Background: an optimization exercise with open tools, aiming at small area, a short achievable clock period and few clock cycles. Do not read the settings as production practice. RTL that was checked went through simulation tests only; none was proved equivalent to the original. Power is estimated from default activity; no workload was simulated.

try-fjord:
==> flow/design.v <==
module lenet_engine (
    input  wire        clk,
    input  wire        rst,         
    input  wire        start,
    input  wire [3:0]  op,
    output wire        busy,
    output reg         done,
    output reg         act_re,
    output reg  [14:0] act_raddr,
    input  wire [15:0] act_rdata,
    output reg         act_we,
    output reg  [14:0] act_waddr,
    output reg  [15:0] act_wdata,
    output reg         wt_re,
    output reg  [18:0] wt_raddr,
    input  wire [15:0] wt_rdata
);
    localparam [14:0] IMG_BASE   = 15'd0;
    localparam [14:0] C1_BASE    = 15'd784;
    localparam [14:0] P1_BASE    = 15'd12304;
    localparam [14:0] C2_BASE    = 15'd15184;
    localparam [14:0] P2_BASE    = 15'd17744;
    localparam [14:0] H1_BASE    = 15'd18384;
    localparam [14:0] LOGIT_BASE = 15'd18784;
    localparam [18:0] WC1_BASE = 19'd0;
    localparam [18:0] BC1_BASE = 19'd500;
    localparam [18:0] WC2_BASE = 19'd520;
    localparam [18:0] BC2_BASE = 19'd20520;
    localparam [18:0] WF1_BASE = 19'd20560;
    localparam [18:0] BF1_BASE = 19'd276560;
    localparam [18:0] WF2_BASE = 19'd276960;
    localparam [18:0] BF2_BASE = 19'd280960;
    reg        busy_r;
    reg        run;           
    reg        init;          
    reg  [6:1] st;            
    reg        fwd;           
    assign busy = busy_r;
    wire s_conv = st[1] | st[3];
    wire s_pool = st[2] | st[4];
    wire s_fc   = st[5] | st[6];
    reg [2:0] kx, ky;         
    reg [9:0] z;              
    reg [4:0] ox, oy;         
    reg [8:0] k;              
    reg       k_end;          
    reg [18:0] wsave;         
    reg i_bias;               
    reg i_first;              
    wire [14:0] in_base = ({15{st[1]}} & IMG_BASE) | ({15{st[2]}} & C1_BASE) |
                          ({15{st[3]}} & P1_BASE)  | ({15{st[4]}} & C2_BASE) |
                          ({15{st[5]}} & P2_BASE)  | ({15{st[6]}} & H1_BASE);
    wire [18:0] w_base  = ({19{st[1]}} & WC1_BASE) | ({19{st[3]}} & WC2_BASE) |
                          ({19{st[5]}} & WF1_BASE) | ({19{st[6]}} & WF2_BASE);
    wire [18:0] b_base  = ({19{st[1]}} & BC1_BASE) | ({19{st[3]}} & BC2_BASE) |
                          ({19{st[5]}} & BF1_BASE) | ({19{st[6]}} & BF2_BASE);
    wire [2:0]  kx0 = s_pool ? 3'd3 : 3'd4;
    wire [9:0]  z0  = ({10{st[3]}} & 10'd19) | ({10{st[5]}} & 10'd639) | ({10{st[6]}} & 10'd399);
    wire [4:0]  o0  = ({5{st[1]}} & 5'd23) | ({5{st[2]}} & 5'd11) |
                      ({5{st[3]}} & 5'd7)  | ({5{st[4]}} & 5'd3);
    wire [8:0]  k_last = ({9{st[1] | st[2]}} & 9'd19) | ({9{st[3] | st[4]}} & 9'd39) |
                         ({9{st[5]}} & 9'd399) | ({9{st[6]}} & 9'd9);
    wire kx0_z   = (kx == 3'd0);
    wire ky0_z   = (ky == 3'd0);
    wire z0_z    = (z == 10'd0);
    wire mac_end = z0_z & (s_fc | (kx0_z & ky0_z));
    wire ox_end  = (ox == 5'd0);
    wire oy_end  = (oy == 5'd0);
    wire plane_end = ox_end & oy_end;
    wire out_end = k_end & (s_fc | plane_end);
    wire chan_next = s_fc | plane_end;               
    reg [14:0] a_step;
    always @(*) begin
        a_step = 15'd1;
        if (s_pool) begin
            if (kx == 3'd2) a_step = st[2] ? 15'd23 : 15'd7;          
        end else if (s_conv && kx0_z) begin
            if (!ky0_z)     a_step = st[1] ? 15'd24 : 15'd8;          
            else            a_step = 15'd92;                          
        end
    end
    reg [14:0] o_step;
    always @(*) begin
        if (!ox_end)
            o_step = st[1] ? -15'd115 : st[3] ? -15'd2787 : st[2] ? -15'd23 : -15'd7;
        else
            o_step = st[1] ? -15'd111 : st[3] ? -15'd2783 : 15'd1;
    end
    wire o_load = s_fc | (s_conv & plane_end);      
    wire stage_last = !fwd | st[6];
    wire start_ok = start && !busy_r;
    wire op_run   = (op == 4'd15) || (op >= 4'd1 && op <= 4'd6);
    wire out_step = run & (s_pool ? kx0_z : i_bias);
    always @(posedge clk) begin
        if (rst) begin
            busy_r <= 1'b0;
            run    <= 1'b0;
            init   <= 1'b0;
            act_re <= 1'b0;
            wt_re  <= 1'b0;
            i_bias <= 1'b0;
        end else begin
            if (start_ok) begin
                busy_r <= 1'b1;
                fwd    <= (op == 4'd15);
                st     <= (op == 4'd15) ? 6'b000001 : (6'b000001 << (op[2:0] - 3'd1));
                init   <= op_run;
            end
            if (w_end)
                busy_r <= 1'b0;
            if (init) begin
                init <= 1'b0;
                run  <= 1'b1;
                act_raddr <= in_base;
                wt_raddr  <= w_base;
                wsave     <= w_base;
                i_bias    <= 1'b0;
                act_re    <= 1'b1;
                wt_re     <= !s_pool;
            end else if (run) begin
                if (!s_pool && !i_bias && !mac_end) begin
                    act_raddr <= act_raddr + a_step;
                    wt_raddr  <= wt_raddr + 19'd1;
                end else if (!s_pool && !i_bias) begin
                    i_bias   <= 1'b1;
                    act_re   <= 1'b0;
                    wt_raddr <= b_base + {10'd0, k};
                    if (chan_next)
                        wsave <= wt_raddr + 19'd1;
                    act_raddr <= o_load ? in_base : act_raddr + o_step;
                end else if (s_pool && !kx0_z) begin
                    act_raddr <= act_raddr + a_step;
                end else begin
                    i_bias   <= 1'b0;
                    wt_raddr <= wsave;
                    if (s_pool)
                        act_raddr <= act_raddr + o_step;
                    act_re <= 1'b1;
                    if (out_end) begin
                        act_re <= 1'b0;
                        wt_re  <= 1'b0;
                        run    <= 1'b0;
                        if (!stage_last) begin
                            st   <= st << 1;
                            init <= 1'b1;
                        end
                    end
                end
            end
        end
    end
    always @(posedge clk) begin
        if (init) begin
            kx <= kx0; ky <= 3'd4; z <= z0; ox <= o0; oy <= o0; k <= 9'd0;
            k_end <= 1'b0;
            i_first <= 1'b1;
        end else if (run) begin
            if (out_step) begin
                kx <= kx0; ky <= 3'd4; z <= z0;
                i_first <= 1'b1;
                if (chan_next) begin
                    ox <= o0; oy <= o0; k <= k + 9'd1;
                    k_end <= (k + 9'd1 == k_last);
                end else if (ox_end) begin
                    ox <= o0; oy <= oy - 5'd1;
                end else
                    ox <= ox - 5'd1;
            end else if (!i_bias) begin
                i_first <= 1'b0;
                if (s_fc) begin
                    z <= z - 10'd1;
                end else if (!kx0_z || s_pool) begin
                    kx <= kx - 3'd1;
                end else begin
                    kx <= 3'd4;
                    if (!ky0_z)
                        ky <= ky - 3'd1;
                    else begin
                        ky <= 3'd4;
                        z  <= z - 10'd1;
                    end
                end
            end
        end
    end
    reg d_end, r_end, m_end, a_end, w_end;
    reg d_bias, d_pool, d_first, d_last, d_relu;
    reg r_first, r_last, r_relu, r_pool;
    reg m_first, m_last, m_relu;
    reg fin, fin_relu;
    reg signed [15:0] a_r;
    reg [7:0] bd_one, bd_two, bd_neg;        
    reg [31:0] s_r, c_r;
    reg [31:0] acc;
    wire cmd_end = (out_step && out_end && stage_last) || (start_ok && !op_run);
    wire fin_nx  = m_last || (r_last && r_pool);
    always @(posedge clk) begin
        if (rst) begin
            d_end <= 1'b0; r_end <= 1'b0; m_end <= 1'b0; a_end <= 1'b0; w_end <= 1'b0;
            done  <= 1'b0;
            d_last <= 1'b0; r_last <= 1'b0; m_last <= 1'b0;
            d_pool <= 1'b0; r_pool <= 1'b0;
            fin    <= 1'b0;
            act_we <= 1'b0;
        end else begin
            d_end <= cmd_end;
            r_end <= d_end;
            m_end <= r_end;
            a_end <= m_end;
            w_end <= a_end;
            done  <= w_end;
            d_last <= out_step;
            d_pool <= run && s_pool;
            r_last <= d_last;
            r_pool <= d_pool;
            m_last <= r_last && !r_pool;
            fin    <= fin_nx;
            act_we <= fin;
        end
    end
    wire [16:0] wx = {wt_rdata, 1'b0};
    reg  [7:0] bo, bt, bn;
    integer j;
    always @(*) begin
        for (j = 0; j < 8; j = j + 1) begin
            bo[j] = wx[2*j] ^ wx[2*j+1];
            bt[j] = (wx[2*j+2] ^ wx[2*j+1]) & ~(wx[2*j] ^ wx[2*j+1]);
            bn[j] = wx[2*j+2] & ~(wx[2*j+1] & wx[2*j]);
        end
    end
    reg [31:0] row [0:8];
    reg [16:0] sel;
    integer i2;
    always @(*) begin
        row[8] = 32'hAAAB0000;              
        for (i2 = 0; i2 < 8; i2 = i2 + 1) begin
            sel = bd_one[i2] ? {a_r[15], a_r} : (bd_two[i2] ? {a_r, 1'b0} : 17'd0);
            if (bd_neg[i2]) sel = ~sel;
            row[i2] = {15'd0, ~sel[16], sel[15:0]} << (2*i2);
            row[8]  = row[8] | ({31'd0, bd_neg[i2]} << (2*i2));
        end
    end
    function [63:0] csa;                    
        input [31:0] x, y, w;
        csa = {((x & y) | (x & w) | (y & w)) << 1, x ^ y ^ w};
    endfunction
    wire [63:0] l1a = csa(row[0], row[1], row[2]);
    wire [63:0] l1b = csa(row[3], row[4], row[5]);
    wire [63:0] l1c = csa(row[6], row[7], row[8]);
    wire [63:0] l2a = csa(l1a[31:0], l1a[63:32], l1b[31:0]);
    wire [63:0] l2b = csa(l1b[63:32], l1c[31:0], l1c[63:32]);
    wire [63:0] l3a = csa(l2a[31:0], l2a[63:32], l2b[31:0]);
    wire [63:0] l4a = csa(l3a[31:0], l3a[63:32], l2b[63:32]);
    wire [31:0] acc_in = m_first ? 32'd0 : acc;
    wire [63:0] l5a = csa(acc_in, s_r, c_r);
    wire [31:0] acc_sum = l5a[31:0] + l5a[63:32];
    always @(posedge clk) begin
        d_bias  <= i_bias;
        d_first <= i_first && !i_bias;
        d_relu  <= !s_pool && !st[6];
        a_r <= d_bias ? 16'sd256 : $signed(act_rdata);
        bd_one <= bo; bd_two <= bt; bd_neg <= bn;
        r_first <= d_first; r_relu <= d_relu;
        s_r <= l4a[31:0];
        c_r <= l4a[63:32];
        m_first <= r_first; m_relu <= r_relu;
        acc[31:24] <= acc_sum[31:24];
        acc[7:0]   <= acc_sum[7:0];
        if (r_pool) begin
            if (r_first || (a_r > $signed(acc[23:8])))
                acc[23:8] <= a_r;
        end else
            acc[23:8] <= acc_sum[23:8];
        fin_relu <= r_pool ? 1'b0 : m_relu;
        if (start_ok)
            act_waddr <= (op == 4'd15) ? (C1_BASE - 15'd1) :
                         ({15{op[2:0] == 3'd1}} & (C1_BASE - 15'd1)) |
                         ({15{op[2:0] == 3'd2}} & (P1_BASE - 15'd1)) |
                         ({15{op[2:0] == 3'd3}} & (C2_BASE - 15'd1)) |
                         ({15{op[2:0] == 3'd4}} & (P2_BASE - 15'd1)) |
                         ({15{op[2:0] == 3'd5}} & (H1_BASE - 15'd1)) |
                         ({15{op[2:0] == 3'd6}} & (LOGIT_BASE - 15'd1));
        else if (fin)
            act_waddr <= act_waddr + 15'd1;
        act_wdata <= (fin_relu && acc[31]) ? 16'd0 : acc[23:8];
    end
endmodule
==> flow/config.mk <==
export PLATFORM = sky130hd
export DESIGN_NAME = lenet_engine
export DESIGN_NICKNAME = lenet_engine
export VERILOG_FILES = /design/flow/design.v
export SDC_FILE = /design/flow/constraint.sdc
export NUM_CORES = 4
export LEC_CHECK = 0
export ABC_CLOCK_PERIOD_IN_PS = 3000
export CAP_MARGIN = 20
export CORE_MARGIN = 2
export CORE_UTILIZATION = 40
export CTS_CLUSTER_DIAMETER = 100
export CTS_CLUSTER_SIZE = 24
export SLEW_MARGIN = 20
==> flow/constraint.sdc <==
create_clock -name core_clock -period 10.0 [get_ports {clk}]
set_input_delay 2.0000 -clock core_clock [delete_from_list [all_inputs] [get_ports {clk}]]
set_output_delay 2.0000 -clock core_clock [all_outputs]
set_load 0.01 [all_outputs]
standard.sh (not shown) runs the stock make flow with config.mk's settings and CLKGATE_MAP_FILE= SYNTH_SCRIPT=/design/flow/synth_recipe.tcl, a recipe that flattens the netlist after the stock synthesis.
==> flow/flow/run.sh <==
#!/bin/bash
set -euo pipefail
bash standard.sh SETUP_SLACK_MARGIN=7.0 finish > flow_make.log 2>&1
Testbench counts of try-fjord, summed over its fixed seeds: cycles 7,426,332.
> inputs changed (try-fjord -> try-xenon)
-- flow/design.v --
<<< try-fjord, line 193
    reg [31:0] s_r, c_r;
    reg [31:0] acc;
    wire cmd_end = (out_step && out_end && stage_last) || (start_ok && !op_run);
    wire fin_nx  = m_last || (r_last && r_pool);
>>> try-xenon, line 193
    reg [31:0] s_r, c_r;
    reg [31:0] acc;
    reg signed [15:0] pm;                    
    reg fin_pool;
    wire cmd_end = (out_step && out_end && stage_last) || (start_ok && !op_run);
    wire fin_nx  = m_last || (r_last && r_pool);
<<< try-fjord, line 265
        c_r <= l4a[63:32];
        m_first <= r_first; m_relu <= r_relu;
        acc[31:24] <= acc_sum[31:24];
        acc[7:0]   <= acc_sum[7:0];
        if (r_pool) begin
            if (r_first || (a_r > $signed(acc[23:8])))
                acc[23:8] <= a_r;
        end else
            acc[23:8] <= acc_sum[23:8];
        fin_relu <= r_pool ? 1'b0 : m_relu;
        if (start_ok)
            act_waddr <= (op == 4'd15) ? (C1_BASE - 15'd1) :
>>> try-xenon, line 267
        c_r <= l4a[63:32];
        m_first <= r_first; m_relu <= r_relu;
        acc <= acc_sum;
        if (r_pool && (r_first || (a_r > pm)))
            pm <= a_r;
        fin_relu <= m_relu;
        fin_pool <= r_pool;
        if (start_ok)
            act_waddr <= (op == 4'd15) ? (C1_BASE - 15'd1) :
<<< try-fjord, line 283
        else if (fin)
            act_waddr <= act_waddr + 15'd1;
        act_wdata <= (fin_relu && acc[31]) ? 16'd0 : acc[23:8];
    end
endmodule
>>> try-xenon, line 282
        else if (fin)
            act_waddr <= act_waddr + 15'd1;
        act_wdata <= fin_pool ? pm : (fin_relu && acc[31]) ? 16'd0 : acc[23:8];
    end
endmodule
==> run summary <==
For the total core area, try-xenon came in 830 um^2 lower than try-fjord did. Against try-fjord, y dimension of the die in try-xenon fell slightly. What try-xenon reported for count of plain and timing-repair buffers has to be multiplied by 1.09 to get the figure for try-fjord. Re number of buffers inserted by hold repair at cts: no difference whatsoever between try-fjord and try-xenon. try-xenon: wire length reported by the detailed router lower than try-fjord. try-xenon reports a lower total number of placement rows than try-fjord does. Of try-fjord and try-xenon, the run reporting the lower synthesized flop and latch total was try-fjord. [try-xenon] post-layout total power fell about 12% relative to try-fjord.
For try-xenon, only the layout was checked, not whether the RTL still works.

-- re-timing with driven ports --
The flow's constraints put no driver on any port. The routed layouts listed below were extracted and timed again, unchanged, in two steps.
Step 1 (the two cells are an assumption about what drives the block):
set clk [get_ports {clk}]
set_driving_cell -lib_cell sky130_fd_sc_hd__clkbuf_16 $clk
set_driving_cell -lib_cell sky130_fd_sc_hd__buf_2 [delete_from_list [all_inputs] $clk]
Step 2, shift: input delay + t, output delay - t, t = (earliest + latest rising clock arrival at the registers) / 2. This alone moves slack from input paths to output paths.
a / b / c = no drivers / after step 1 / after step 2; a / b = the first two.
| run | shift t [ns] | slack for setup (ns) | hold slack, ns | latest minus earliest clock arrival (ns) |
|---|---|---|---|---|
| try-fjord | 0.595 | 6.809 / 6.748 / 6.425 | 0.333 / 0.333 / 0.333 | 0.031 / 0.032 |
| try-xenon | 0.577 | 6.790 / 6.777 / 6.501 | 0.330 / 0.330 / 0.330 | 0.026 / 0.026 |
After both steps setup and hold are still met in every run listed. For try-fjord, which loses most, drivers alone change the setup slack by -0.061 ns; drivers and shift together by -0.384 ns.
